Source: an optimization exercise on an open RTL-to-GDS flow (aim: small area). Production flows keep margins and buffers that such runs may drop. In this exercise RTL edits were held to simulation tests only and were not proved equivalent to the original. Power figures rest on the tool's default switching activity, not on a simulated workload.

==> flow/design.v <==
module wbt_lz_decoder (
    input  wire        clk,
    input  wire        rst,
    input  wire        start,
    input  wire        clear,
    /*verilator lint_off UNUSEDSIGNAL*/
    input  wire [3:0]  cfg_format,
    /*verilator lint_on UNUSEDSIGNAL*/
    input  wire        cfg_image,
    input  wire [15:0] cfg_base_len,
    input  wire [15:0] cfg_stride,
    input  wire [15:0] cfg_in_len,
    input  wire [15:0] cfg_out_len,
    output wire        in_rd_en,
    output wire [15:0] in_addr,
    input  wire [7:0]  in_rdata,
    output wire        out_we,
    output wire [15:0] out_waddr,
    output wire [7:0]  out_wdata,
    output wire        out_rd_en,
    output wire [15:0] out_raddr,
    input  wire [7:0]  out_rdata,
    output wire [1:0]  state,
    output wire [1:0]  err_kind,
    output wire [3:0]  err_cause,
    output wire [16:0] in_pos,
    output wire [15:0] out_pos,
    output wire [7:0]  bit_buf,
    output wire [3:0]  bit_cnt
);
    localparam [5:0] P_IDLE   = 6'd0,
                     P_INIT   = 6'd24,    
                     P_PREFIX = 6'd1,
                     P_ALIGN  = 6'd2,
                     P_TOKEN  = 6'd16,
                     P_KBIT   = 6'd17,
                     P_FBIT   = 6'd18,
                     P_OFFLO  = 6'd29,
                     P_OFFHI  = 6'd30,
                     P_SEL    = 6'd19,
                     P_OCT    = 6'd25,   
                     P_EBIT   = 6'd20,
                     P_GZERO  = 6'd21,
                     P_GVAL   = 6'd22,
                     P_GSHL   = 6'd26,   
                     P_CHK0   = 6'd3,
                     P_CHKP   = 6'd27,   
                     P_COPY   = 6'd4,
                     P_LIT    = 6'd28,
                     P_DONE   = 6'd32;
    localparam [3:0] C_PREFIX      = 4'd1,
                     C_REFILL      = 4'd4,
                     C_RAW         = 4'd5,
                     C_BAD_PARAM   = 4'd8,
                     C_OFF_ZERO    = 4'd10,
                     C_OFF_BEFORE  = 4'd11,
                     C_LEN_OVERRUN = 4'd12,
                     C_GAMMA_OVF   = 4'd13;
    reg [5:0]  phase;
    reg        pend;            
    reg        stp;             
    reg        act;             
    reg [3:0]  k;               
    reg [15:0] rem;             
    reg [15:0] inl;             
    reg [15:0] bl;              
    reg [15:0] st;              
    reg [15:0] val;             
    reg [15:0] ip;
    reg        ip16;
    reg [15:0] cur;
    reg [15:0] off;             
    reg [7:0]  buf_r;
    reg [3:0]  cnt;
    reg        one_byte;
    reg        use_ctx;
    reg        b_is1;           
    reg        wide;            
    reg        avail;           
    reg        pre_end;         
    reg        big;             
    reg        ovf;             
    reg        fresh;           
    reg [4:0]  zc;              
    reg [1:0]  bm1;             
    reg        c_ip, c_cur, b_rem, c_val, c_off, c_oct;
    reg        eq_ip, eq_cb, lt;
    reg        d1, d2, d3, ds, dv;
    wire fin  = phase[5];
    wire busy = !fin && (phase != P_IDLE);
    wire take_start = start && !busy && !rst;
    assign state     = {fin, |phase[4:0]};
    assign err_cause = phase[3:0];
    assign err_kind  = {phase[3], !phase[3] && (phase[3:0] != 4'd0)};
    assign in_pos    = {ip16, ip};
    assign out_pos   = cur;
    assign bit_buf   = buf_r;
    assign bit_cnt   = cnt;
    wire k0  = (k == 4'd0);
    wire k1  = (k == 4'd1);
    wire k15 = (k == 4'd15);
    wire pend_last = act && k15;            
    wire rem_zero = (rem == 16'd0);
    wire val_zero = (val == 16'd0);
    wire off_zero = (off == 16'd0);
    wire bit_now  = buf_r[7];
    wire [2:0] sel = zc[2:0];
    wire pass_ph = (phase[5:2] == 4'b0110);
    wire bit_phase = (phase[5:3] == 3'b010) && (phase[2:0] != 3'd7) &&
                     !(phase[2:0] == 3'd0 && rem_zero);
    wire raw_phase = (phase[5:2] == 4'b0111) && (phase[1:0] != 2'd3);
    wire pre_more  = (phase == P_PREFIX) && !pre_end && !rem_zero;
    wire idle_sub  = !pend && !stp;
    wire take      = bit_phase && idle_sub && (cnt != 4'd0);
    assign in_rd_en  = idle_sub && avail && ((bit_phase && cnt == 4'd0) || raw_phase || pre_more);
    assign in_addr   = ip;
    assign out_rd_en = (phase == P_COPY) && idle_sub && !val_zero;
    assign out_raddr = off;
    wire   wr        = pend && (phase == P_PREFIX || phase == P_LIT || phase == P_COPY);
    assign out_we    = wr;
    assign out_waddr = cur;
    assign out_wdata = (phase == P_COPY) ? out_rdata : in_rdata;
    wire step_act     = act && !pass_ph;
    wire ip_inc   = step_act && (phase != P_COPY);
    wire out_step = step_act && (phase == P_PREFIX || phase == P_LIT || phase == P_COPY);
    wire cpy_step = step_act && (phase == P_COPY);
    wire oct_mode = act && (phase == P_OCT || phase == P_INIT);
    wire chk_mode = act && (phase == P_CHKP);
    wire shl_mode = act && (phase == P_GSHL);
    wire cin_ip  = k0 | c_ip;
    wire ip_new  = ip[0] ^ (ip_inc & cin_ip);
    wire eqi     = (k0 | eq_ip) & (ip_new == inl[0]);
    wire cin_cur = k0 | c_cur;
    wire cur_new = cur[0] ^ (out_step & cin_cur);
    wire eqc     = (k0 | eq_cb) & (cur_new == bl[0]);
    wire bin_rem = k0 | b_rem;
    wire rem_new = rem[0] ^ (out_step & bin_rem);
    wire vs      = fresh ? k0 : val[0];
    wire bmk     = k0 ? bm1[0] : (k1 ? bm1[1] : 1'b0);
    wire [1:0] vadd = {1'b0, vs} + {1'b0, bmk} + {1'b0, !k0 & c_val};
    wire bin_val = k0 | c_val;
    reg  val_new;
    always @(*) begin
        if (cpy_step)      val_new = val[0] ^ bin_val;
        else if (chk_mode) val_new = vadd[0];
        else if (shl_mode) val_new = dv;
        else               val_new = val[0];
    end
    wire sel_ge3 = sel[2] | (sel[1] & sel[0]);
    wire wsel    = (phase == P_OCT) && wide && sel_ge3;
    wire nsel    = (phase == P_OCT) && !(wide && sel_ge3);
    wire t_init  = (phase == P_INIT);
    wire o_sub   = wsel && (sel == 3'd3);
    wire o_t0    = t_init || (nsel && !sel[0]) || (wsel && (sel == 3'd3 || sel == 3'd5));
    wire o_t1    = (nsel && (sel[1] ^ sel[0])) || (wsel && sel == 3'd6);
    wire o_t2    = t_init || (nsel && (sel[2] ^ (sel[1] & sel[0])));
    wire o_t3    = nsel && (sel == 3'd7);
    wire o_s0    = wsel && (sel != 3'd7);
    wire o_s1    = wsel && (sel == 3'd7);
    wire [1:0] ocin = k0 ? {1'b0, o_sub} : {c_oct, c_off};
    wire [2:0] osum = {2'b0, o_s0 & st[0]} + {2'b0, o_s1 & ds} +
                      {2'b0, o_t0 & (bl[0] ^ o_sub)} + {2'b0, o_t1 & d1} +
                      {2'b0, o_t2 & d2} + {2'b0, o_t3 & d3} + {1'b0, ocin};
    wire o_hi    = (o_sub ? 1'b0 : (osum[2:1] != 2'd0)) |
                   (o_t1 & bl[0]) | (o_t2 & (bl[0] | d1)) |
                   (o_t3 & (bl[0] | d1 | d2)) | (o_s1 & st[0]);
    wire cin_off = k0 | c_off;
    wire bo_in   = !k0 & c_off;
    wire sub_b   = (!cur[0] & off[0]) | (!(cur[0] ^ off[0]) & bo_in);
    reg  off_new;
    always @(*) begin
        if (cpy_step)      off_new = off[0] ^ cin_off;
        else if (chk_mode) off_new = cur[0] ^ off[0] ^ bo_in;
        else if (oct_mode) off_new = osum[0];
        else               off_new = off[0];
    end
    wire lt_a    = chk_mode ? rem[0] : osum[0];
    wire lt_b    = chk_mode ? vadd[0] : st[0];
    wire lt_new  = (!lt_a & lt_b) | (!(lt_a ^ lt_b) & !k0 & lt);
    wire bad_param = (cfg_image && cfg_base_len == 16'd0) || cfg_format[1];
    always @(posedge clk) begin
        k <= take_start ? 4'd0 : k + 4'd1;
        if (take_start) begin
            rem <= cfg_out_len;
            inl <= cfg_in_len;
            bl  <= cfg_image ? cfg_base_len : 16'd1;
            st  <= cfg_stride;
        end else begin
            rem <= {rem_new, rem[15:1]};
            inl <= {inl[0], inl[15:1]};
            bl  <= {bl[0], bl[15:1]};
            st  <= {st[0], st[15:1]};
        end
        val <= {val_new, val[15:1]};
    end
    always @(posedge clk) begin
        if (rst || take_start) begin
            ip   <= 16'd0;
            ip16 <= 1'b0;
            cur  <= 16'd0;
        end else if (act) begin
            ip  <= {ip_new, ip[15:1]};
            cur <= {cur_new, cur[15:1]};
            if (ip_inc && k15 && ip[0] && cin_ip) ip16 <= 1'b1;
        end
    end
    always @(posedge clk) begin
        if (act) begin
            off <= {off_new, off[15:1]};
        end else if (phase == P_OFFLO && pend) begin
            off <= {8'd0, in_rdata};
        end else if (phase == P_OFFHI && pend) begin
            off[15:8] <= in_rdata;
        end
    end
    always @(posedge clk) begin
        c_ip  <= ip[0] & cin_ip;
        eq_ip <= eqi;
        c_cur <= cur[0] & cin_cur;
        eq_cb <= eqc;
        b_rem <= !rem[0] & bin_rem;
        c_val <= chk_mode ? vadd[1] : (!val[0] & bin_val);
        if (cpy_step)      c_off <= off[0] & cin_off;
        else if (chk_mode) c_off <= sub_b;
        else               c_off <= osum[1];
        c_oct <= osum[2];
        lt    <= lt_new;
        d1    <= oct_mode ? bl[0] : 1'b0;
        d2    <= oct_mode ? d1 : 1'b0;
        d3    <= oct_mode ? d2 : 1'b0;
        ds    <= oct_mode ? st[0] : 1'b0;
    end
    always @(posedge clk) begin
        if (rst) begin
            phase <= P_IDLE;
            buf_r <= 8'd0;
            cnt   <= 4'd0;
            act   <= 1'b0;
        end else if (take_start) begin
            one_byte <= cfg_format[3];
            use_ctx  <= cfg_format[0] & cfg_image;
            b_is1    <= !cfg_image || (cfg_base_len == 16'd1);
            avail    <= (cfg_in_len != 16'd0);
            pre_end  <= 1'b0;
            buf_r    <= 8'd0;
            cnt      <= 4'd0;
            pend     <= 1'b0;
            stp      <= 1'b0;
            act      <= 1'b0;
            phase    <= bad_param ? {2'b10, C_BAD_PARAM} : P_INIT;
        end else if (clear && fin) begin
            phase <= P_IDLE;
        end else begin
            if (act) act <= !k15;
            else     act <= k15 && (pass_ph || stp) && busy;
            if (!(phase == P_SEL || phase == P_GZERO || phase == P_GVAL ||
                  phase == P_GSHL || phase == P_OCT || phase == P_KBIT))
                zc <= 5'd0;
            if (pend_last && !pass_ph) begin
                stp <= 1'b0;
                if (ip_inc && eqi) avail <= 1'b0;
                if (out_step) pre_end <= eqc;
            end
            if (bit_phase && !stp) begin
                if (pend) begin
                    buf_r <= in_rdata;
                    cnt   <= 4'd8;
                    pend  <= 1'b0;
                    stp   <= 1'b1;
                end else if (cnt == 4'd0) begin
                    if (!avail) phase <= {2'b10, C_REFILL};
                    else        pend  <= 1'b1;
                end else begin
                    buf_r <= {buf_r[6:0], 1'b0};
                    cnt   <= cnt - 4'd1;
                end
            end
            if ((raw_phase || pre_more) && !stp) begin
                if (pend) begin
                    pend <= 1'b0;
                    stp  <= 1'b1;
                end else if (!avail) begin
                    phase <= {2'b10, (phase == P_PREFIX) ? C_PREFIX : C_RAW};
                end else begin
                    pend <= 1'b1;
                end
            end
            case (phase)
                P_INIT: begin
                    if (pend_last) begin
                        wide  <= lt_new && !o_hi;
                        phase <= P_PREFIX;
                    end
                end
                P_PREFIX: begin
                    if (!stp && !pend && !pre_more) phase <= rem_zero ? P_DONE : P_ALIGN;
                end
                P_ALIGN: begin
                    if (!stp) begin
                        if (ip[1:0] != 2'd0) stp   <= 1'b1;
                        else                 phase <= P_TOKEN;
                    end
                end
                P_TOKEN: begin
                    if (rem_zero && !stp) begin
                        phase <= P_DONE;
                    end else if (take) begin
                        if (bit_now)       phase <= P_LIT;
                        else if (use_ctx)  phase <= P_KBIT;
                        else if (one_byte) begin bm1 <= 2'd1; phase <= P_OFFLO; end
                        else               phase <= P_FBIT;
                    end
                end
                P_LIT: begin
                    if (pend_last) phase <= P_TOKEN;
                end
                P_KBIT: begin
                    if (take) begin
                        if (bit_now) begin
                            zc    <= 5'd1;
                            bm1   <= b_is1 ? 2'd1 : 2'd0;
                            phase <= P_SEL;
                        end else if (one_byte) begin
                            bm1   <= 2'd1;
                            phase <= P_OFFLO;
                        end else begin
                            phase <= P_FBIT;
                        end
                    end
                end
                P_FBIT: begin
                    if (take) begin
                        bm1   <= bit_now ? 2'd1 : 2'd2;
                        phase <= P_OFFLO;
                    end
                end
                P_OFFLO: begin
                    if (pend) big <= 1'b0;
                    if (pend_last) phase <= (bm1 == 2'd2) ? P_OFFHI : P_EBIT;
                end
                P_OFFHI: begin
                    if (pend_last) phase <= P_EBIT;
                end
                P_SEL: begin
                    if (take) begin
                        zc <= {zc[3:0], bit_now};
                        if (zc[2]) phase <= P_OCT;
                    end
                end
                P_OCT: begin
                    if (pend_last) begin
                        big   <= o_hi;
                        phase <= P_EBIT;
                    end
                end
                P_EBIT: begin
                    if (take) begin
                        ovf   <= 1'b0;
                        fresh <= 1'b1;
                        phase <= bit_now ? P_CHK0 : P_GZERO;
                    end
                end
                P_GZERO: begin
                    if (take) begin
                        if (bit_now) begin
                            phase <= (zc == 5'd0) ? P_CHK0 : P_GVAL;
                        end else if (zc == 5'd31) begin
                            phase <= {2'b10, C_GAMMA_OVF};
                        end else begin
                            zc <= zc + 5'd1;
                        end
                    end
                end
                P_GVAL: begin
                    if (take) begin
                        dv    <= bit_now;
                        zc    <= zc - 5'd1;
                        phase <= P_GSHL;
                    end
                end
                P_GSHL: begin
                    if (act) dv <= vs;
                    if (pend_last) begin
                        fresh <= 1'b0;
                        ovf   <= ovf | vs;
                        phase <= (zc == 5'd0) ? P_CHK0 : P_GVAL;
                    end
                end
                P_CHK0: begin
                    if (!big && off_zero) phase <= {2'b10, C_OFF_ZERO};
                    else                  phase <= P_CHKP;
                end
                P_CHKP: begin
                    if (pend_last) begin
                        fresh <= 1'b0;
                        if (big || sub_b)
                            phase <= {2'b10, C_OFF_BEFORE};
                        else if (ovf || vadd[1] || lt_new)
                            phase <= {2'b10, C_LEN_OVERRUN};
                        else
                            phase <= P_COPY;
                    end
                end
                P_COPY: begin
                    if (!stp) begin
                        if (pend) begin
                            pend <= 1'b0;
                            stp  <= 1'b1;
                        end else if (val_zero) begin
                            phase <= P_TOKEN;
                        end else begin
                            pend <= 1'b1;
                        end
                    end
                end
                default: ;
            endcase
        end
    end
endmodule
==> flow/run.sh <==
#!/bin/bash
# synth_recipe.tcl (not shown) runs the flow's synth.tcl, then flattens the netlist and writes it again
# the make line also repeats each setting of config.mk as NAME=value (left out here)
make -C /OpenROAD-flow-scripts/flow DESIGN_CONFIG=/design/flow/config.mk WORK_HOME=/design/flow/orfs CLKGATE_MAP_FILE= SYNTH_SCRIPT=/design/flow/synth_recipe.tcl finish
==> flow/config.mk <==
export PLATFORM = sky130hd
export DESIGN_NAME = wbt_lz_decoder
export DESIGN_NICKNAME = wbt_lz_decoder
export VERILOG_FILES = /design/flow/design.v
export SDC_FILE = /design/flow/constraint.sdc
export NUM_CORES = 4
export LEC_CHECK = 0
export CAP_MARGIN = 20
export CORE_MARGIN = 2
export CORE_UTILIZATION = 50
export SLEW_MARGIN = 20
==> flow/constraint.sdc <==
create_clock -name core_clock -period 6.0 [get_ports {clk}]
set_input_delay 1.2000 -clock core_clock [delete_from_list [all_inputs] [get_ports {clk}]]
set_output_delay 1.2000 -clock core_clock [all_outputs]
set_load 0.01 [all_outputs]
==> results of run 1 <==
power groups by stage:
| stage | logic [mW] | clock network (mW) | registers, mW |
|---|---|---|---|
| 6_report | 1.61 | 1.16 | 1.76 |
| 5_1_grt | 1.78 | 1.23 | 1.79 |
| 4_1_cts | 1.59 | 1.18 | 1.76 |
| 3_5_place_dp | 1.58 | 0 | 1.78 |
| 3_3_place_gp | 1.58 | 0 | 1.78 |
| 2_1_floorplan | 1.22 | 0 | 1.68 |
cells by family (layout without fill, tap and decap cells):
| logic type | Yosys count | after routing |
|---|---|---|
| xor+xnor | 14 | 14 |
| flops | 184 | 184 |
| buf+inv | 136 | 275 |
| simple gates | 525 | 525 |
| fa+ha+maj | 24 | 24 |
| mux | 50 | 50 |
| compound gates | 184 | 184 |
layer usage:
metal | share of wire, % | GRT usage, % | vias to the layer above
li1 | - | - | 4113
met1 | 43 | 35.4 | 3955
met2 | 46 | 41.7 | 345
met3 | 7.9 | 6.43 | 50
met4 | 2.7 | 10.5 | 0
met5 | 0 | 0 | -
stage by stage:
stage | area, um2 | power [mW] | worst slack (ns)
global route | 11900 | 4.80 | 0.433
floorplan | 9550 | 2.90 | 1.42
CTS | 11900 | 4.53 | 0.900
finish | 11900 | 4.54 | 0.821
detailed placement | 11300 | 3.37 | 0.932
global placement | 11300 | 3.36 | 0.983
how the worst max path moves through the flow:
stage                     endpoint
6_report       phase[5]$_SDFF_PP0_
5_1_grt        phase[5]$_SDFF_PP0_
4_1_cts        phase[5]$_SDFF_PP0_
3_5_place_dp   phase[5]$_SDFF_PP0_
3_3_place_gp   phase[5]$_SDFF_PP0_
2_1_floorplan  phase[5]$_SDFF_PP0_
worst max-delay path: cells and delay by family, from the launching register on:
kind	cells	cell delay, ns
AOI/OAI and AO/OA	7	1.58
DFF	1	0.67
buffers and inverters	1	0.32
adders and majority gates	4	1.69
and+or+nand+nor	4	0.80
synthesized netlist by cell type, types with 6 or more instances:
| cell | count |
|---|---|
| dfxtp_1 | 149 |
| mux2_2 | 8 |
| inv_1 | 26 |
| a21oi_1 | 39 |
| o21ai_1 | 6 |
| a211oi_1 | 10 |
| nor3_1 | 23 |
| nand2_1 | 258 |
| ha_1 | 17 |
| fa_1 | 6 |
| and2_1 | 13 |
| nor4_1 | 25 |
| clkbuf_1 | 33 |
| nand3_1 | 25 |
| nor2_1 | 104 |
| and3_1 | 8 |
| a22oi_1 | 6 |
| nand4_1 | 8 |
| a22o_1 | 9 |
| buf_2 | 19 |
| buf_4 | 47 |
| a31oi_1 | 15 |
| xnor2_1 | 7 |
| mux2i_1 | 42 |
| nand2b_1 | 12 |
| edfxtp_1 | 35 |
| o21ai_0 | 32 |
| nor2b_1 | 6 |
sequential cells by signal (all words and copies together) (netlist names), 2 cells and up:
| name | cells |
|---|---|
| cur | 16 |
| cnt | 4 |
| off | 16 |
| phase | 6 |
| rem | 16 |
| st | 16 |
| buf_r | 8 |
| inl | 16 |
| val | 16 |
| k | 4 |
| bl | 16 |
| zc | 5 |
| bm1 | 2 |
| ip | 16 |
area by class of cell:
class                   count  area (um2)  share of cell area (%)
multi-input cells         797        4770                    40.0
flip-flops and latches    184        4040                    33.8
repair buffers            215        2110                    17.7
clock buffers              18         439                    3.68
well taps                 234         293                    2.45
clock inverters            14         175                    1.47
inverters                  28         105                   0.881
==> impl_metrics.py, run 1 <==
metrics = {
    "critical_path": {
        "crit_path_frequent_cell": "fa_1",
        "startpoint": "phase[0]$_SDFF_PP0_",
        "slowest_delay_ns": 0.67,
        "r2r_start": "phase[0]$_SDFF_PP0_",
        "path_max_fanout": 17,
        "worstSetupEndpointType": "flop",
        "r2r_setup_slack_ns": 0.82,
        "path_class": "flop to flop",
        "required_ns": 6.33,
        "reg2reg_to": "phase[5]$_SDFF_PP0_",
        "worst_r2r_path_depth": 16,
        "startpoint_type": "flop",
        "slowest_stage": "dfxtp_1",
        "path_cells": "buf_4 -> nand2b_1 -> nor2_1 -> nand3_1 -> a32oi_1 -> fa_1 -> fa_1 -> fa_1 -> nand2_1 -> o21ai_0 -> ha_1 -> a31oi_1 -> a21oi_1 -> a2111oi_0 -> o21ai_0 -> a31o_1",
        "cp.arrival_ns": 5.51,
    },
    "global_route": {
        "grt_pass1_wl_mm": 42.1,
        "grt_usage_pct": 26.6,
        "grt_overflow": 0,
        "antenna_found_initial": 0,
        "grt_start_max_net_pins": 67,
        "grt_pass1_vias": 7921,
    },
    "hold_path": {
        "worst_hold_path_type": "flop to flop",
        "hold_depth": 0,
        "min_to": "val[2]$_DFF_P_",
        "worstHoldStart": "val[3]$_DFF_P_",
    },
    "place": {
        "hpwlAfterDp_mm": 19.5,
        "place.gp.congestion": 1.00,
        "numPortBuffers": 199,
        "dpl.cell_count": 1458,
    },
    "clock_tree": {
        "cts_buffer_depth": 2,
        "cts_num_sinks": 184,
        "cts_setup_buffers": 0,
        "worstSkewPairLatency_ns": 0.44,
        "cts_hold_buf": 0,
        "htreeDepth": 4,
        "cts_inserted_buffers": 17,
        "cts_resized": 0,
        "clk_pin_slew_ns": 0.07,
        "cts_root_buf": "clkbuf_16",
        "tritoncts": "built",
    },
    "timing": {
        "fmax_mhz": 193,
        "worstMarginPinSlew_ns": 1.12,
        "max-slew-margin-rel_pct": 24.9,
        "finalHoldViolCount": 0,
        "min_period_over_period_pct": 86.3,
        "setup_viol": 0,
        "hold_slack_ns": 0.352,
        "finalSetupTns_ns": 0,
        "clock_skew_ns": 0.00811,
        "fin_crit_ns": 5.18,
        "final_max_slew_viol_count": 0,
        "rsz0062_at_grt": "false",
    },
    "logic_synthesis": {
        "synth_edf_count": 35,
        "yosysSeqAreaShare_pct": 42.3,
        "ys_seq_elements": 184,
        "synth_top_family_by_area": "simple AND/OR/NAND/NOR gates",
        "synth_fa_ha_area_share_pct": 3.59,
        "muxShareOfSynthArea_pct": 5.35,
        "synthFlopType": "dfxtp_1",
        "syn_nets": 1229,
        "async_flop_share_pct": 0,
        "ys_types": 98,
        "synth-simple-area-share_pct": 25.7,
        "yosys_warnings": 1,
        "synth_top_area_share_pct": 31.2,
        "synth_area_mm2": 0.00955,
        "synthTopCellsByArea": "dfxtp_1 (31%), edfxtp_1 (11%), nand2_1 (10%)",
        "synth_compound_area_share_pct": 13.9,
        "syn-instance-count": 1117,
        "avgSynthCellArea_um2": 8.55,
        "synthXorXnorAreaFrac_pct": 1.44,
        "yosysTopAreaCell": "dfxtp_1",
    },
    "final_layout": {
        "final_layout_size_suffix_gt1_share_pct": 7.25,
        "final_cells": 1490,
        "utilization_pct": 63.8,
        "mostFrequentLayoutCells": "nand2_1 (258), clkdlybuf4s50_1 (199), dfxtp_1 (148)",
        "layout.nets": 1355,
        "diodes": 0,
        "nFillCells": 1660,
        "mostFrequentLayoutCell": "nand2_1",
        "areaGrowthSynthToFinish_pct": 25.0,
    },
    "die": {
        "core.rowCount": 50,
        "die_area_mm2": 0.0202,
        "die_height_um": 142,
        "core-area_mm2": 0.0187,
        "fp.dieW_um": 142,
        "initial_core_util_pct": 51.0,
        "io_pins": 201,
    },
    "route": {
        "drc": 0,
        "wire_per_inst_um": 18.1,
        "first_pass_iters": 5,
        "wirelength_mm": 27.0,
        "vias": 8463,
        "drt_iter0_markers": 665,
        "viasPerCell": 5.68,
        "drtAntennaViolNets": 0,
    },
    "power": {
        "peakVddDrop_mv": 0.236,
        "power_switching_mw": 1.75,
        "power_density_mw_per_mm2": 380,
        "p_sw_share_pct": 38.6,
        "power.internal_mw": 2.79,
        "pwr-share-comb_pct": 35.5,
        "share_seq_of_total_power_pct": 38.9,
        "pwr-share-clk_pct": 25.6,
        "p_leak_nw": 4.60,
    },
    "job": {
        "cap_violations": 0,
    },
    "run_status": {
        "run_status": "no timing/DRC/antenna violations",
    },
}
==> run 2: changes to the inputs <==
--- a/flow/design.v
+++ b/flow/design.v
@@ -232,9 +232,103 @@
     end
+    wire rd_phase = raw_phase || pre_more;           
+    wire need_in  = (bit_phase && cnt == 4'd0) || rd_phase;
+    wire e_in     = idle_sub && need_in && !avail;
+    wire e_gamma  = (phase == P_GZERO) && take && !bit_now && (zc == 5'd31);
+    wire e_zero   = (phase == P_CHK0) && !big && off_zero;
+    wire chk_end  = (phase == P_CHKP) && pend_last;
+    wire e_before = chk_end && (big || sub_b);
+    wire e_len    = chk_end && !(big || sub_b) && (ovf || vadd[1] || lt_new);
+    wire failing  = e_in || e_gamma || e_zero || e_before || e_len;
+    wire [3:0] cause;
+    assign cause[3] = e_gamma || e_zero || e_before || e_len;
+    assign cause[2] = (e_in && !(phase == P_PREFIX || bit_phase)) || (e_in && bit_phase) || e_gamma || e_len;
+    assign cause[1] = e_zero || e_before;
+    assign cause[0] = (e_in && !bit_phase) || e_before || e_gamma;
+    reg [5:0] nxt;
+    always @(*) begin
+        nxt = phase;
+        case (phase)
+            P_INIT:   if (pend_last) nxt = P_PREFIX;
+            P_PREFIX: if (idle_sub && !pre_more) nxt = rem_zero ? P_DONE : P_ALIGN;
+            P_ALIGN:  if (!stp && ip[1:0] == 2'd0) nxt = P_TOKEN;
+            P_TOKEN: begin
+                if (rem_zero && !stp) nxt = P_DONE;
+                else if (take) begin
+                    if (bit_now)       nxt = P_LIT;
+                    else if (use_ctx)  nxt = P_KBIT;
+                    else if (one_byte) nxt = P_OFFLO;
+                    else               nxt = P_FBIT;
+                end
+            end
+            P_LIT:    if (pend_last) nxt = P_TOKEN;
+            P_KBIT:   if (take) nxt = bit_now ? P_SEL : (one_byte ? P_OFFLO : P_FBIT);
+            P_FBIT:   if (take) nxt = P_OFFLO;
+            P_OFFLO:  if (pend_last) nxt = (bm1 == 2'd2) ? P_OFFHI : P_EBIT;
+            P_OFFHI:  if (pend_last) nxt = P_EBIT;
+            P_SEL:    if (take && zc[2]) nxt = P_OCT;
+            P_OCT:    if (pend_last) nxt = P_EBIT;
+            P_EBIT:   if (take) nxt = bit_now ? P_CHK0 : P_GZERO;
+            P_GZERO:  if (take && bit_now) nxt = (zc == 5'd0) ? P_CHK0 : P_GVAL;
+            P_GVAL:   if (take) nxt = P_GSHL;
+            P_GSHL:   if (pend_last) nxt = (zc == 5'd0) ? P_CHK0 : P_GVAL;
+            P_CHK0:   nxt = P_CHKP;
+            P_CHKP:   if (pend_last) nxt = P_COPY;
+            P_COPY:   if (idle_sub && val_zero) nxt = P_TOKEN;
+            default: ;
+        endcase
+    end
     always @(posedge clk) begin
-        if (rst) begin
+        if (rst)
+            phase <= P_IDLE;
+        else if (take_start)
+            phase <= bad_param ? {2'b10, C_BAD_PARAM} : P_INIT;
+        else if (clear && fin)
             phase <= P_IDLE;
+        else if (failing)
+            phase <= {2'b10, cause};
+        else
+            phase <= nxt;
+    end
+    wire rd_done = pend && (bit_phase || rd_phase || phase == P_COPY);
+    always @(posedge clk) begin
+        if (rst) begin
+            act <= 1'b0;
+        end else if (take_start) begin
+            pend <= 1'b0;
+            stp  <= 1'b0;
+            act  <= 1'b0;
+        end else begin
+            act <= act ? !k15 : (k15 && (pass_ph || stp));
+            if (pend_last) stp <= 1'b0;
+            else if (rd_done) stp <= 1'b1;
+            else if (phase == P_ALIGN && !stp && ip[1:0] != 2'd0) stp <= 1'b1;
+            if (rd_done) pend <= 1'b0;
+            else if (idle_sub && ((need_in && avail) || (phase == P_COPY && !val_zero))) pend <= 1'b1;
+        end
+    end
+    always @(posedge clk) begin
+        if (rst || take_start) begin
             buf_r <= 8'd0;
             cnt   <= 4'd0;
-            act   <= 1'b0;
-        end else if (take_start) begin
+        end else if (bit_phase && pend) begin
+            buf_r <= in_rdata;
+            cnt   <= 4'd8;
+        end else if (take) begin
+            buf_r <= {buf_r[6:0], 1'b0};
+            cnt   <= cnt - 4'd1;
+        end
+    end
+    always @(posedge clk) begin
+        if (phase == P_KBIT) zc <= 5'd1;
+        else if (phase == P_SEL) begin
+            if (take) zc <= {zc[3:0], bit_now};
+        end else if (phase == P_GZERO) begin
+            if (take && !bit_now) zc <= zc + 5'd1;
+        end else if (phase == P_GVAL) begin
+            if (take) zc <= zc - 5'd1;
+        end else if (!(phase == P_OCT || phase == P_GSHL))
+            zc <= 5'd0;
+    end
+    always @(posedge clk) begin
+        if (take_start) begin
             one_byte <= cfg_format[3];
@@ -244,176 +338,23 @@
             pre_end  <= 1'b0;
-            buf_r    <= 8'd0;
-            cnt      <= 4'd0;
-            pend     <= 1'b0;
-            stp      <= 1'b0;
-            act      <= 1'b0;
-            phase    <= bad_param ? {2'b10, C_BAD_PARAM} : P_INIT;
-        end else if (clear && fin) begin
-            phase <= P_IDLE;
-        end else begin
-            if (act) act <= !k15;
-            else     act <= k15 && (pass_ph || stp) && busy;
-            if (!(phase == P_SEL || phase == P_GZERO || phase == P_GVAL ||
-                  phase == P_GSHL || phase == P_OCT || phase == P_KBIT))
-                zc <= 5'd0;
-            if (pend_last && !pass_ph) begin
-                stp <= 1'b0;
-                if (ip_inc && eqi) avail <= 1'b0;
-                if (out_step) pre_end <= eqc;
-            end
-            if (bit_phase && !stp) begin
-                if (pend) begin
-                    buf_r <= in_rdata;
-                    cnt   <= 4'd8;
-                    pend  <= 1'b0;
-                    stp   <= 1'b1;
-                end else if (cnt == 4'd0) begin
-                    if (!avail) phase <= {2'b10, C_REFILL};
-                    else        pend  <= 1'b1;
-                end else begin
-                    buf_r <= {buf_r[6:0], 1'b0};
-                    cnt   <= cnt - 4'd1;
-                end
-            end
-            if ((raw_phase || pre_more) && !stp) begin
-                if (pend) begin
-                    pend <= 1'b0;
-                    stp  <= 1'b1;
-                end else if (!avail) begin
-                    phase <= {2'b10, (phase == P_PREFIX) ? C_PREFIX : C_RAW};
-                end else begin
-                    pend <= 1'b1;
-                end
-            end
-            case (phase)
-                P_INIT: begin
-                    if (pend_last) begin
-                        wide  <= lt_new && !o_hi;
-                        phase <= P_PREFIX;
-                    end
-                end
-                P_PREFIX: begin
-                    if (!stp && !pend && !pre_more) phase <= rem_zero ? P_DONE : P_ALIGN;
-                end
-                P_ALIGN: begin
-                    if (!stp) begin
-                        if (ip[1:0] != 2'd0) stp   <= 1'b1;
-                        else                 phase <= P_TOKEN;
-                    end
-                end
-                P_TOKEN: begin
-                    if (rem_zero && !stp) begin
-                        phase <= P_DONE;
-                    end else if (take) begin
-                        if (bit_now)       phase <= P_LIT;
-                        else if (use_ctx)  phase <= P_KBIT;
-                        else if (one_byte) begin bm1 <= 2'd1; phase <= P_OFFLO; end
-                        else               phase <= P_FBIT;
-                    end
-                end
-                P_LIT: begin
-                    if (pend_last) phase <= P_TOKEN;
-                end
-                P_KBIT: begin
-                    if (take) begin
-                        if (bit_now) begin
-                            zc    <= 5'd1;
-                            bm1   <= b_is1 ? 2'd1 : 2'd0;
-                            phase <= P_SEL;
-                        end else if (one_byte) begin
-                            bm1   <= 2'd1;
-                            phase <= P_OFFLO;
-                        end else begin
-                            phase <= P_FBIT;
-                        end
-                    end
-                end
-                P_FBIT: begin
-                    if (take) begin
-                        bm1   <= bit_now ? 2'd1 : 2'd2;
-                        phase <= P_OFFLO;
-                    end
-                end
-                P_OFFLO: begin
-                    if (pend) big <= 1'b0;
-                    if (pend_last) phase <= (bm1 == 2'd2) ? P_OFFHI : P_EBIT;
-                end
-                P_OFFHI: begin
-                    if (pend_last) phase <= P_EBIT;
-                end
-                P_SEL: begin
-                    if (take) begin
-                        zc <= {zc[3:0], bit_now};
-                        if (zc[2]) phase <= P_OCT;
-                    end
-                end
-                P_OCT: begin
-                    if (pend_last) begin
-                        big   <= o_hi;
-                        phase <= P_EBIT;
-                    end
-                end
-                P_EBIT: begin
-                    if (take) begin
-                        ovf   <= 1'b0;
-                        fresh <= 1'b1;
-                        phase <= bit_now ? P_CHK0 : P_GZERO;
-                    end
-                end
-                P_GZERO: begin
-                    if (take) begin
-                        if (bit_now) begin
-                            phase <= (zc == 5'd0) ? P_CHK0 : P_GVAL;
-                        end else if (zc == 5'd31) begin
-                            phase <= {2'b10, C_GAMMA_OVF};
-                        end else begin
-                            zc <= zc + 5'd1;
-                        end
-                    end
-                end
-                P_GVAL: begin
-                    if (take) begin
-                        dv    <= bit_now;
-                        zc    <= zc - 5'd1;
-                        phase <= P_GSHL;
-                    end
-                end
-                P_GSHL: begin
-                    if (act) dv <= vs;
-                    if (pend_last) begin
-                        fresh <= 1'b0;
-                        ovf   <= ovf | vs;
-                        phase <= (zc == 5'd0) ? P_CHK0 : P_GVAL;
-                    end
-                end
-                P_CHK0: begin
-                    if (!big && off_zero) phase <= {2'b10, C_OFF_ZERO};
-                    else                  phase <= P_CHKP;
-                end
-                P_CHKP: begin
-                    if (pend_last) begin
-                        fresh <= 1'b0;
-                        if (big || sub_b)
-                            phase <= {2'b10, C_OFF_BEFORE};
-                        else if (ovf || vadd[1] || lt_new)
-                            phase <= {2'b10, C_LEN_OVERRUN};
-                        else
-                            phase <= P_COPY;
-                    end
-                end
-                P_COPY: begin
-                    if (!stp) begin
-                        if (pend) begin
-                            pend <= 1'b0;
-                            stp  <= 1'b1;
-                        end else if (val_zero) begin
-                            phase <= P_TOKEN;
-                        end else begin
-                            pend <= 1'b1;
-                        end
-                    end
-                end
-                default: ;
-            endcase
+        end else if (pend_last && !pass_ph) begin
+            if (ip_inc && eqi) avail <= 1'b0;
+            if (out_step) pre_end <= eqc;
+        end
+        if (phase == P_INIT && pend_last) wide <= lt_new && !o_hi;
+        if (take) begin
+            if (phase == P_TOKEN) bm1 <= 2'd1;
+            if (phase == P_KBIT)  bm1 <= (bit_now && !b_is1) ? 2'd0 : 2'd1;
+            if (phase == P_FBIT)  bm1 <= bit_now ? 2'd1 : 2'd2;
+        end
+        if (phase == P_OFFLO) big <= 1'b0;
+        else if (phase == P_OCT && pend_last) big <= o_hi;
+        if (phase == P_EBIT) begin
+            ovf   <= 1'b0;
+            fresh <= 1'b1;
+        end else if (pend_last && (phase == P_GSHL || phase == P_CHKP)) begin
+            fresh <= 1'b0;
+            ovf   <= ovf | vs;
         end
+        if (phase == P_GVAL && take) dv <= bit_now;
+        else if (shl_mode) dv <= vs;
     end
--- a/flow/config.mk
+++ b/flow/config.mk
@@ -10,2 +10,3 @@
 export CORE_UTILIZATION = 50
+export CTS_BUF_LIST = sky130_fd_sc_hd__clkbuf_8
 export SLEW_MARGIN = 20
==> run 2 against run 1 <==
  * Still clean
  * Cell count is 5.2% lower
  * Sequential share of layout area up 1.4 points
  * Die area shrank 6.5%
  * Register-to-register slack got worse by 0.33 ns
  * Count of clock-buffer cells in the layout did not move
  * First-iteration DRC count shrank 0.15%
  * Area after synthesis down 6.7%
  * Worst hold slack gained 0.0023 ns
  * Worst setup slack worse by 0.33 ns
  * Non-clock buffer count decreased by 4
==> impl_metrics.py, run 2 <==
metrics = {
    "logic_synthesis": {
        "synth_fa_ha_area_share_pct": 3.73,
        "synthTopCellsByArea": "dfxtp_1 (35%), nand2_1 (10%), edfxtp_1 (8.8%)",
        "muxShareOfSynthArea_pct": 5.29,
        "synthFlopType": "dfxtp_1",
        "syn_nets": 1152,
        "yosysTopAreaCell": "dfxtp_1",
        "synth_compound_area_share_pct": 11.6,
        "synth_edf_count": 26,
        "yosysSeqAreaShare_pct": 44.3,
        "synthMostInstantiatedCell": "nand2_1",
        "async_flop_share_pct": 0,
        "synth_top_area_share_pct": 35.5,
        "synth_top_family_by_area": "simple AND/OR/NAND/NOR gates",
        "synth.top_cells.by_count": "nand2_1 (248), dfxtp_1 (158), nor2_1 (103)",
        "yosys_warnings": 1,
        "synth-simple-area-share_pct": 26.5,
        "synth_area_mm2": 0.00891,
        "ys_types": 84,
        "syn-instance-count": 1040,
        "avgSynthCellArea_um2": 8.57,
        "ys_seq_elements": 184,
        "synthXorXnorAreaFrac_pct": 1.47,
    },
    "timing": {
        "finalSetupTns_ns": 0,
        "final_max_slew_viol_count": 0,
        "rsz0062_at_grt": "false",
        "hold_slack_ns": 0.355,
        "finalHoldViolCount": 0,
        "min_period_over_period_pct": 91.8,
        "max-slew-margin-rel_pct": 41.2,
        "setup_viol": 0,
        "clock_skew_ns": 0.0142,
        "fmax_mhz": 182,
        "worstMarginPinSlew_ns": 0.882,
        "fin_crit_ns": 5.51,
    },
    "clock_tree": {
        "cts_hold_buf": 0,
        "cts_resized": 0,
        "cts_root_buf": "clkbuf_8",
        "clk_pin_slew_ns": 0.10,
        "tritoncts": "built",
        "worstSkewPairLatency_ns": 0.47,
        "cts_setup_buffers": 0,
        "cts_buffer_depth": 2,
        "cts_num_sinks": 184,
        "htreeDepth": 4,
        "cts_inserted_buffers": 17,
    },
    "final_layout": {
        "mostFrequentLayoutCell": "nand2_1",
        "final_cells": 1413,
        "mostFrequentLayoutCells": "nand2_1 (248), clkdlybuf4s50_1 (199), dfxtp_1 (157)",
        "layout.nets": 1287,
        "nFillCells": 1517,
        "final_layout_size_suffix_gt1_share_pct": 7.32,
        "diodes": 0,
        "areaGrowthSynthToFinish_pct": 25.6,
    },
    "hold_path": {
        "worstHoldStart": "val[11]$_DFF_P_",
        "min_to": "val[10]$_DFF_P_",
        "hold_depth": 0,
        "worst_hold_path_type": "flop to flop",
    },
    "power": {
        "power_density_mw_per_mm2": 303,
        "power_mw": 3.39,
        "peakVddDrop_mv": 0.242,
        "p_leak_nw": 4.34,
    },
    "critical_path": {
        "worstSetupEndpointType": "flop",
        "startpoint_type": "flop",
        "required_ns": 6.39,
        "r2r_start": "zc[0]$_SDFFE_PP1P_",
        "path_class": "flop to flop",
        "r2r_setup_slack_ns": 0.49,
        "path_max_fanout": 8,
        "worst_r2r_path_depth": 20,
        "cp.arrival_ns": 5.90,
        "reg2reg_to": "phase[2]$_SDFFE_PP0P_",
    },
    "die": {
        "core-area_mm2": 0.0174,
        "initial_core_util_pct": 51.3,
        "fp.dieW_um": 138,
        "die_height_um": 138,
        "io_pins": 201,
        "core.rowCount": 48,
        "die_area_mm2": 0.0189,
    },
    "route": {
        "wire_per_inst_um": 16.6,
        "wirelength_mm": 23.5,
        "first_pass_iters": 8,
        "drt_iter0_markers": 664,
        "vias": 7688,
        "viasPerCell": 5.44,
        "drtAntennaViolNets": 0,
        "drc": 0,
    },
    "job": {
        "cap_violations": 0,
    },
    "global_route": {
        "grt_pass1_vias": 7128,
        "grt_usage_pct": 25.1,
        "grt_pass1_wl_mm": 36.7,
        "grt_overflow": 0,
        "antenna_found_initial": 0,
        "grt_start_max_net_pins": 83,
    },
    "place": {
        "place.gp.congestion": 0.918,
        "hpwlAfterDp_mm": 17.1,
        "numPortBuffers": 199,
        "dpl.cell_count": 1381,
    },
    "run_status": {
        "run_status": "no timing/DRC/antenna violations",
    },
}
## run 2: area by class of cell
type                    count  area [um2]  share of cell area [%]
clock buffers              18         248                    2.21
clock inverters            14         206                    1.85
inverters                  26        97.6                   0.872
multi-input cells         735        4330                    38.7
flip-flops and latches    184        3950                    35.3
well taps                 225         282                    2.52
repair buffers            211        2080                    18.6
## run 2: logic make-up (layout without fill, tap and decap cells)
logic type / after synthesis / in the layout
AO/OA/AOI/OAI: 151 / 151
XOR/XNOR: 15 / 15
AND/OR/NAND/NOR: 500 / 500
buffers and inverters: 121 / 269
flip-flops: 184 / 184
multiplexers: 46 / 46
adder cells (fa/ha/maj): 23 / 23
## run 2: metrics by stage
stage,util (%),worst slack (ns),area [um2]
4_1_cts,64.5,0.520,11200
5_1_grt,64.5,0.0634,11200
3_5_place_dp,61.9,0.560,10700
2_1_floorplan,-,1.03,8910
3_3_place_gp,61.9,0.635,10700
6_report,64.5,0.493,11200
## run 2: worst max path at each step
stage,start,end,slack (ns)
6_report,zc[0]$_SDFFE_PP1P_,phase[2]$_SDFFE_PP0P_,0.49
5_1_grt,zc[0]$_SDFFE_PP1P_,phase[4]$_SDFFE_PP0P_,0.06
4_1_cts,zc[0]$_SDFFE_PP1P_,phase[2]$_SDFFE_PP0P_,0.52
3_5_place_dp,zc[0]$_SDFFE_PP1P_,phase[4]$_SDFFE_PP0P_,0.56
3_3_place_gp,zc[0]$_SDFFE_PP1P_,phase[2]$_SDFFE_PP0P_,0.64
2_1_floorplan,phase[5]$_SDFFE_PP0P_,phase[4]$_SDFFE_PP0P_,1.03
## run 2: where the power goes
| part | internal [mW] | total, mW | leakage (nW) | switching, mW |
|---|---|---|---|---|
| clock network | 0.445 | 0.939 | 0.233 | 0.494 |
| logic | 0.355 | 0.820 | 2.58 | 0.465 |
| registers | 1.51 | 1.63 | 1.54 | 0.123 |
## run 2: worst max-delay path, stage by stage (launching register included)
cell      delay, ns
dfxtp_1        0.47
ha_1           0.29
inv_1          0.08
ha_1           0.18
nor2b_1        0.17
nor3b_4        0.38
nand2_1        0.14
xnor2_1        0.17
o21ai_0        0.14
fa_1           0.57
fa_1           0.43
fa_1           0.50
nand2_1        0.08
o21ai_0        0.08
ha_1           0.31
a31oi_4        0.20
a311oi_1       0.18
or3_4          0.41
nand2b_2       0.25
nor2_4         0.19
mux2i_1        0.20
## run 2: layer usage
metal | GRT usage (%) | share of wire, % | routed length (um) | vias up
met5 | 0 | 0 | 0 | -
met4 | 9.51 | 3.1 | 731 | 0
met3 | 7.62 | 8.2 | 1920 | 52
met2 | 38.7 | 46 | 10700 | 284
met1 | 33.0 | 43 | 10100 | 3547
li1 | - | - | - | 3805
==> run 3: changes to the inputs <==
--- a/flow/config.mk
+++ b/flow/config.mk
@@ -10,3 +10,2 @@
 export CORE_UTILIZATION = 50
-export CTS_BUF_LIST = sky130_fd_sc_hd__clkbuf_8
 export SLEW_MARGIN = 20
==> run 3 against run 2 <==
  * Still clean
  * Sequential cell count did not move
  * Fmax rose by 0.51%
  * Synthesized cell count did not move
  * Sequential share of layout area fell by 0.58 points
  * Combinational power barely moved
  * Register-to-register slack improved by 0.03 ns
  * Sequential power barely moved
  * Critical endpoint unchanged
==> impl_metrics.py, run 3 <==
metrics = {
    "critical_path": {
        "cp.arrival_ns": 5.84,
        "reg2reg_to": "phase[2]$_SDFFE_PP0P_",
        "required_ns": 6.36,
        "startpoint_type": "flop",
        "r2r_setup_slack_ns": 0.52,
        "startpoint": "zc[0]$_SDFFE_PP1P_",
        "path_class": "flop to flop",
        "worst_r2r_path_depth": 20,
        "critPathCapture": "phase[2]$_SDFFE_PP0P_",
        "path_max_fanout": 8,
        "worstSetupEndpointType": "flop",
        "r2r_start": "zc[0]$_SDFFE_PP1P_",
    },
    "run_status": {
        "run_status": "no timing/DRC/antenna violations",
    },
    "die": {
        "io_pins": 201,
        "initial_core_util_pct": 51.3,
        "core-area_mm2": 0.0174,
        "die_height_um": 138,
        "fp.dieW_um": 138,
        "core.rowCount": 48,
        "die_area_mm2": 0.0189,
    },
    "final_layout": {
        "diodes": 0,
        "seqCellArea_mm2": 0.00395,
        "multi_input_comb_area_mm2": 0.00433,
        "areaGrowthSynthToFinish_pct": 27.7,
        "nFillCells": 1479,
        "mostFrequentLayoutCell": "nand2_1",
        "mostFrequentLayoutCells": "nand2_1 (248), clkdlybuf4s50_1 (199), dfxtp_1 (157)",
        "final_layout_size_suffix_gt1_share_pct": 7.32,
        "layout.nets": 1287,
        "utilization_pct": 65.5,
    },
    "logic_synthesis": {
        "async_flop_share_pct": 0,
        "synthTopCellsByArea": "dfxtp_1 (35%), nand2_1 (10%), edfxtp_1 (8.8%)",
        "synth_edf_count": 26,
        "synthFlopType": "dfxtp_1",
        "syn_nets": 1152,
        "yosysSeqAreaShare_pct": 44.3,
        "ys_types": 84,
        "ys_seq_elements": 184,
        "synthMostInstantiatedCell": "nand2_1",
        "synth_area_mm2": 0.00891,
        "synth_top_area_share_pct": 35.5,
        "yosysTopAreaCell": "dfxtp_1",
        "syn-instance-count": 1040,
        "avgSynthCellArea_um2": 8.57,
        "yosys_warnings": 1,
        "synth.top_cells.by_count": "nand2_1 (248), dfxtp_1 (158), nor2_1 (103)",
    },
    "power": {
        "share_seq_of_total_power_pct": 44.7,
        "pwr-share-clk_pct": 32.9,
        "p_leak_nw": 4.43,
        "power.internal_mw": 2.54,
        "pwr-share-comb_pct": 22.4,
        "peakVddDrop_mv": 0.288,
        "p_sw_share_pct": 30.6,
        "power_switching_mw": 1.12,
        "power_density_mw_per_mm2": 322,
    },
    "global_route": {
        "grt_usage_pct": 25.1,
        "grt_start_max_net_pins": 83,
        "antenna_found_initial": 0,
        "grt_overflow": 0,
        "grt_pass1_vias": 7098,
        "grt_pass1_wl_mm": 36.7,
    },
    "clock_tree": {
        "cts_num_sinks": 184,
        "cts_buffer_depth": 2,
        "cts_root_buf": "clkbuf_16",
        "clk_pin_slew_ns": 0.07,
        "tritoncts": "built",
        "cts_resized": 0,
        "htreeDepth": 4,
        "cts_hold_buf": 0,
        "cts_inserted_buffers": 17,
        "worstSkewPairLatency_ns": 0.44,
        "cts_setup_buffers": 0,
    },
    "route": {
        "viasPerCell": 5.47,
        "wirelength_mm": 23.6,
        "wire_per_inst_um": 16.7,
        "drc": 0,
        "first_pass_iters": 5,
        "vias": 7730,
        "drt_iter0_markers": 666,
        "drtAntennaViolNets": 0,
    },
    "timing": {
        "min_period_over_period_pct": 91.3,
        "clock_skew_ns": 0.0115,
        "final_max_slew_viol_count": 0,
        "fmax_mhz": 183,
        "fin_crit_ns": 5.48,
        "max-slew-margin-rel_pct": 41.7,
        "setup_viol": 0,
        "finalHoldViolCount": 0,
        "rsz0062_at_grt": "false",
        "setup_ws_ns": 0.521,
        "worstMarginPinSlew_ns": 0.867,
        "finalSetupTns_ns": 0,
        "hold_slack_ns": 0.353,
    },
    "place": {
        "pre_cts_ws_ns": 0.560,
        "numPortBuffers": 199,
        "hpwlAfterDp_mm": 17.1,
        "place.gp.congestion": 0.918,
    },
    "job": {
        "cap_violations": 0,
    },
    "hold_path": {
        "worst_hold_path_type": "flop to flop",
    },
}
-- run 3: worst min-delay path by stage --
stage,startpoint,end,cells after the start
floorplan,val[2]$_DFF_P_,val[1]$_DFF_P_,0
global placement,val[15]$_DFF_P_,val[14]$_DFF_P_,0
detailed placement,val[10]$_DFF_P_,val[9]$_DFF_P_,0
CTS,val[5]$_DFF_P_,val[4]$_DFF_P_,0
global route,val[6]$_DFF_P_,val[5]$_DFF_P_,0
finish,val[9]$_DFF_P_,val[8]$_DFF_P_,0
-- run 3: routing by layer --
layer | vias to the layer above | wire, um | GRT usage (%) | part of all wire, %
met2 | 296 | 10800 | 39.1 | 46
met1 | 3576 | 10400 | 33.1 | 44
met3 | 50 | 1750 | 7.03 | 7.4
met4 | 0 | 669 | 10.1 | 2.8
li1 | 3808 | - | - | -
met5 | - | 0 | 0 | 0
-- run 3: final cells by class --
type | count | share of cell area [%]
tap | 225 | 2.47
clock inverter | 12 | 1.52
sequential | 184 | 34.7
timing repair buffer | 211 | 18.3
inverter | 26 | 0.858
clock buffer | 20 | 4.11
multi-input combinational | 735 | 38.1
-- run 3: per-stage QoR --
step	instance area, um2	instances	total power [mW]
finish	11400	1413	3.66
global route	11400	1413	3.87
CTS	11400	1413	3.69
detailed placement	10700	1381	2.48
global placement	10700	1381	2.47
floorplan	8910	1040	2.22
-- run 3: worst max-delay path: stages (launching register included) --
cell and delay (ns):
dfxtp_1 0.46, ha_1 0.29, inv_1 0.08, ha_1 0.18, nor2b_1 0.17, nor3b_4 0.37
nand2_1 0.14, xnor2_1 0.16, o21ai_0 0.14, fa_1 0.57, fa_1 0.43, fa_1 0.50
nand2_1 0.08, o21ai_0 0.08, ha_1 0.31, a31oi_4 0.20, a311oi_1 0.17, or3_4 0.41
nand2b_2 0.25, nor2_4 0.19, mux2i_1 0.20
-- run 3: cell families after synthesis --
kind of cell / Yosys count / share of synthesized area, %
AND/OR/NAND/NOR: 500 / 26.5
XOR/XNOR: 15 / 1.47
multiplexers: 46 / 5.29
buffers and inverters: 121 / 7.16
AO/OA/AOI/OAI: 151 / 11.6
flip-flops: 184 / 44.3
adder cells (fa/ha/maj): 23 / 3.73
-- run 3: power groups by stage --
stage / sequential (mW) / combinational (mW) / clock, mW
finish: 1.64 / 0.820 / 1.21
global route: 1.67 / 0.930 / 1.28
CTS: 1.64 / 0.823 / 1.23
detailed placement: 1.66 / 0.818 / 0
global placement: 1.66 / 0.813 / 0
floorplan: 1.62 / 0.592 / 0
==> run 4: changes to the inputs <==
--- a/flow/design.v
+++ b/flow/design.v
@@ -32,3 +32,3 @@
                      P_INIT   = 6'd24,    
-                     P_PREFIX = 6'd1,
+                     P_PREFIX = 6'd31,
                      P_ALIGN  = 6'd2,
@@ -79,3 +79,2 @@
     reg        avail;           
-    reg        pre_end;         
     reg        big;             
@@ -86,3 +85,3 @@
     reg        c_ip, c_cur, b_rem, c_val, c_off, c_oct;
-    reg        eq_ip, eq_cb, lt;
+    reg        eq_ip, lt;
     reg        d1, d2, d3, ds, dv;
@@ -111,3 +110,4 @@
     wire raw_phase = (phase[5:2] == 4'b0111) && (phase[1:0] != 2'd3);
-    wire pre_more  = (phase == P_PREFIX) && !pre_end && !rem_zero;
+    wire rdg_phase = (phase[5:2] == 4'b0111);
+    wire pre_more  = (phase == P_PREFIX) && !val_zero && !rem_zero;
     wire idle_sub  = !pend && !stp;
@@ -126,2 +126,3 @@
     wire cpy_step = step_act && (phase == P_COPY);
+    wire vdec     = step_act && (phase == P_COPY || phase == P_PREFIX);
     wire oct_mode = act && (phase == P_OCT || phase == P_INIT);
@@ -134,3 +135,2 @@
     wire cur_new = cur[0] ^ (out_step & cin_cur);
-    wire eqc     = (k0 | eq_cb) & (cur_new == bl[0]);
     wire bin_rem = k0 | b_rem;
@@ -143,3 +143,4 @@
     always @(*) begin
-        if (cpy_step)      val_new = val[0] ^ bin_val;
+        if (vdec)          val_new = val[0] ^ bin_val;
+        else if (act && phase == P_INIT) val_new = b_is1 ? k0 : bl[0];    
         else if (chk_mode) val_new = vadd[0];
@@ -185,3 +186,3 @@
             inl <= cfg_in_len;
-            bl  <= cfg_image ? cfg_base_len : 16'd1;
+            bl  <= cfg_base_len;    
             st  <= cfg_stride;
@@ -219,3 +220,2 @@
         c_cur <= cur[0] & cin_cur;
-        eq_cb <= eqc;
         b_rem <= !rem[0] & bin_rem;
@@ -336,9 +336,9 @@
             b_is1    <= !cfg_image || (cfg_base_len == 16'd1);
-            avail    <= (cfg_in_len != 16'd0);
-            pre_end  <= 1'b0;
         end else if (pend_last && !pass_ph) begin
             if (ip_inc && eqi) avail <= 1'b0;
-            if (out_step) pre_end <= eqc;
         end
-        if (phase == P_INIT && pend_last) wide <= lt_new && !o_hi;
+        if (phase == P_INIT && pend_last) begin
+            wide  <= lt_new && !o_hi;
+            avail <= !eqi;       
+        end
         if (take) begin
--- a/flow/config.mk
+++ b/flow/config.mk
@@ -10,2 +10,3 @@
 export CORE_UTILIZATION = 50
+export CTS_BUF_LIST = sky130_fd_sc_hd__clkbuf_8
 export SLEW_MARGIN = 20
==> run 4 against run 3 <==
  * Still clean on timing, DRC and antenna
  * Sequential cell count down 2
  * Critical path depth increased by 1
  * Utilization shrank 1.2 points
  * Final area decreased by 2.8%
  * Total power grew 1.8%
  * Global-route usage decreased by 1.3 points
  * Combinational power is 41% higher
  * Register-to-register slack better by 0.02 ns
  * Synthesized cell count is 11% lower
  * Critical path type unchanged
==> impl_metrics.py, run 4 <==
metrics = {
    "run_status": {
        "run_status": "no timing/DRC/antenna violations",
    },
    "critical_path": {
        "worstSetupEndpointType": "flop",
        "required_ns": 6.36,
        "startpoint": "zc[0]$_SDFFE_PP1P_",
        "path_max_fanout": 7,
        "r2r_start": "zc[0]$_SDFFE_PP1P_",
        "r2r_setup_slack_ns": 0.54,
        "startpoint_type": "flop",
        "cp.arrival_ns": 5.82,
        "path_class": "flop to flop",
    },
    "timing": {
        "rsz0062_at_grt": "false",
        "finalHoldViolCount": 0,
        "min_period_over_period_pct": 91.0,
        "clock_skew_ns": 0.0192,
        "setup_ws_ns": 0.539,
        "fin_crit_ns": 5.46,
        "finalSetupTns_ns": 0,
        "max-slew-margin-rel_pct": 32.6,
        "fmax_mhz": 183,
        "worstMarginPinSlew_ns": 1.00,
        "setup_viol": 0,
        "final_max_slew_viol_count": 0,
    },
    "power": {
        "p_leak_nw": 4.09,
        "peakVddDrop_mv": 0.203,
        "power_density_mw_per_mm2": 337,
    },
    "route": {
        "drc": 0,
        "drt_iter0_markers": 489,
        "drtAntennaViolNets": 0,
        "wire_per_inst_um": 17.0,
        "first_pass_iters": 5,
        "vias": 7261,
        "viasPerCell": 5.55,
        "wirelength_mm": 22.2,
    },
    "global_route": {
        "use_met3_pct": 5.22,
        "grt_usage_pct": 23.9,
        "grt_start_max_net_pins": 60,
        "met1_usage_pct": 32.7,
        "grt_pass1_vias": 6895,
        "grt_pass1_wl_mm": 35.0,
        "grt_overflow": 0,
        "use_met2_pct": 37.1,
        "grt-busiest-layer": "met2",
        "antenna_found_initial": 0,
    },
    "place": {
        "pre_cts_ws_ns": 0.651,
        "dpl.cell_count": 1277,
        "place.gp.congestion": 0.948,
        "placed_area_mm2": 0.0106,
        "hpwlAfterDp_mm": 16.2,
        "numPortBuffers": 199,
    },
    "final_layout": {
        "mostFrequentLayoutCell": "clkdlybuf4s50_1",
        "final_layout_size_suffix_gt1_share_pct": 11.9,
        "layout.nets": 1183,
        "areaGrowthSynthToFinish_pct": 26.5,
        "nFillCells": 1474,
        "diodes": 0,
        "final_cells": 1309,
        "mostFrequentLayoutCells": "clkdlybuf4s50_1 (199), dfxtp_1 (155), nand2_1 (114)",
        "design_area_mm2": 0.0111,
    },
    "clock_tree": {
        "cts_setup_buffers": 0,
        "cts_buffer_depth": 2,
        "clk_pin_slew_ns": 0.11,
        "worstSkewPairLatency_ns": 0.47,
        "cts_inserted_buffers": 17,
        "cts_root_buf": "clkbuf_8",
        "cts_num_sinks": 182,
        "cts_hold_buf": 0,
        "htreeDepth": 4,
        "tritoncts": "built",
        "cts_resized": 0,
    },
    "die": {
        "initial_core_util_pct": 50.9,
        "core.rowCount": 48,
        "fp.dieW_um": 136,
        "core-area_mm2": 0.0172,
        "die_area_mm2": 0.0186,
        "die_height_um": 136,
        "io_pins": 201,
    },
    "logic_synthesis": {
        "yosysSeqAreaShare_pct": 44.7,
        "synth_top_area_share_pct": 35.7,
        "yosysTopAreaCell": "dfxtp_1",
        "synth.top_cells.by_count": "dfxtp_1 (156), nand2_1 (114), nor2_1 (95)",
        "synthTopCellsByArea": "dfxtp_1 (36%), edfxtp_1 (8.9%), mux2_2 (7.2%)",
        "syn_nets": 1038,
        "ys_seq_elements": 182,
        "avgSynthCellArea_um2": 9.44,
        "syn-instance-count": 926,
        "yosys_warnings": 1,
        "async_flop_share_pct": 0,
        "ys_types": 81,
        "synth_area_mm2": 0.00874,
        "synthFlopType": "dfxtp_1",
        "synthMostInstantiatedCell": "dfxtp_1",
        "synth_edf_count": 26,
    },
    "hold_path": {
        "worstHoldStart": "val[11]$_DFF_P_",
        "worst_hold_path_type": "flop to flop",
    },
    "job": {
        "cap_violations": 0,
    },
}
-- run 4: path summary, 6_finish.rpt --
check | cells after the start | endpoint
hold reg to reg | 0 | val[10]$_DFF_P_
hold / removal | 0 | val[10]$_DFF_P_
setup reg to reg | 21 | phase[2]$_SDFFE_PP0P_
setup / recovery | 21 | phase[2]$_SDFFE_PP0P_
-- run 4: report_power, final --
group | internal, mW | switching (mW)
Combinational | 0.576 | 0.585
Clock | 0.356 | 0.501
Sequential | 1.53 | 0.176
Total | 2.46 | 1.26
-- run 4: area by class of cell --
cell class                      instances  area, um2  share of cell area, %
Inverter                               28        105                  0.951
Clock buffer                           17        234                   2.12
Multi-Input combinational cell        626       4220                   38.2
Timing Repair Buffer                  216       2120                   19.2
Sequential cell                       182       3910                   35.3
Tap cell                              225        282                   2.55
Clock inverter                         15        193                   1.74
-- run 4: routing by layer --
metal | wire, um | vias to the layer above
li1 | - | 3532
met1 | 10100 | 3416
met2 | 10100 | 270
met3 | 1470 | 43
met4 | 509 | 0
met5 | 0 | -
-- run 4: cells by family after synthesis --
family	count (synthesis)	synth area share [%]
DFF	182	44.7
AOI/OAI and AO/OA	148	12.0
xor gates and xnor gates	11	1.26
buffers and inverters	118	7.19
muxes	95	11.7
and+or+nand+nor	349	19.4
adders and majority gates	23	3.81
-- run 4: worst max-delay path: stages (launching register included) --
cell and delay (ns):
dfxtp_1 0.47, ha_1 0.28, inv_1 0.07, ha_1 0.18, nand2b_1 0.16, nor3_1 0.18, buf_4 0.18, nand2_1 0.09
xnor2_1 0.14, nand2_1 0.09, fa_1 0.47, fa_1 0.52, fa_1 0.51, nand2_1 0.08, o21ai_0 0.09, ha_1 0.33
a311o_1 0.36, a32oi_2 0.24, and2b_4 0.22, nand2_4 0.07, or2_1 0.33, o32ai_1 0.27
-- run 4: metrics by stage --
stage	total power, mW	hold slack [ns]	utilization (%)
floorplan	2.53	0.331	-
global placement	2.87	0.335	61.9
detailed placement	2.88	0.338	61.9
CTS	3.75	0.359	64.4
global route	3.95	0.364	64.4
finish	3.73	0.353	64.4

==> re-timing with driven ports <==
The flow's constraints put no driver on any port. The routed layouts listed below were extracted and timed again, unchanged, in two steps.
Step 1 sets driving cells, clkbuf_16 on the clock port and buf_2 on the other inputs (assumed; they add their load-dependent delay and slew).
Step 2 also shifts input and output timing later by t, the mid clock arrival at the registers, as if the neighbouring blocks saw the same clock.
Slacks: ideal ports / drivers / drivers and shift; pairs: ideal ports / drivers.
run	t (ns)	setup slack, ns	hold slack, ns	clock arrival spread, ns
run 1	0.481	0.821 / 0.821 / 0.821	0.352 / 0.352 / 0.352	0.010 / 0.010
run 2	0.500	0.493 / 0.493 / 0.493	0.355 / 0.355 / 0.355	0.015 / 0.015
run 3	0.475	0.521 / 0.521 / 0.521	0.353 / 0.353 / 0.353	0.013 / 0.012
run 4	0.499	0.539 / 0.539 / 0.539	0.353 / 0.353 / 0.353	0.019 / 0.019
After both steps every run listed still meets setup and hold.
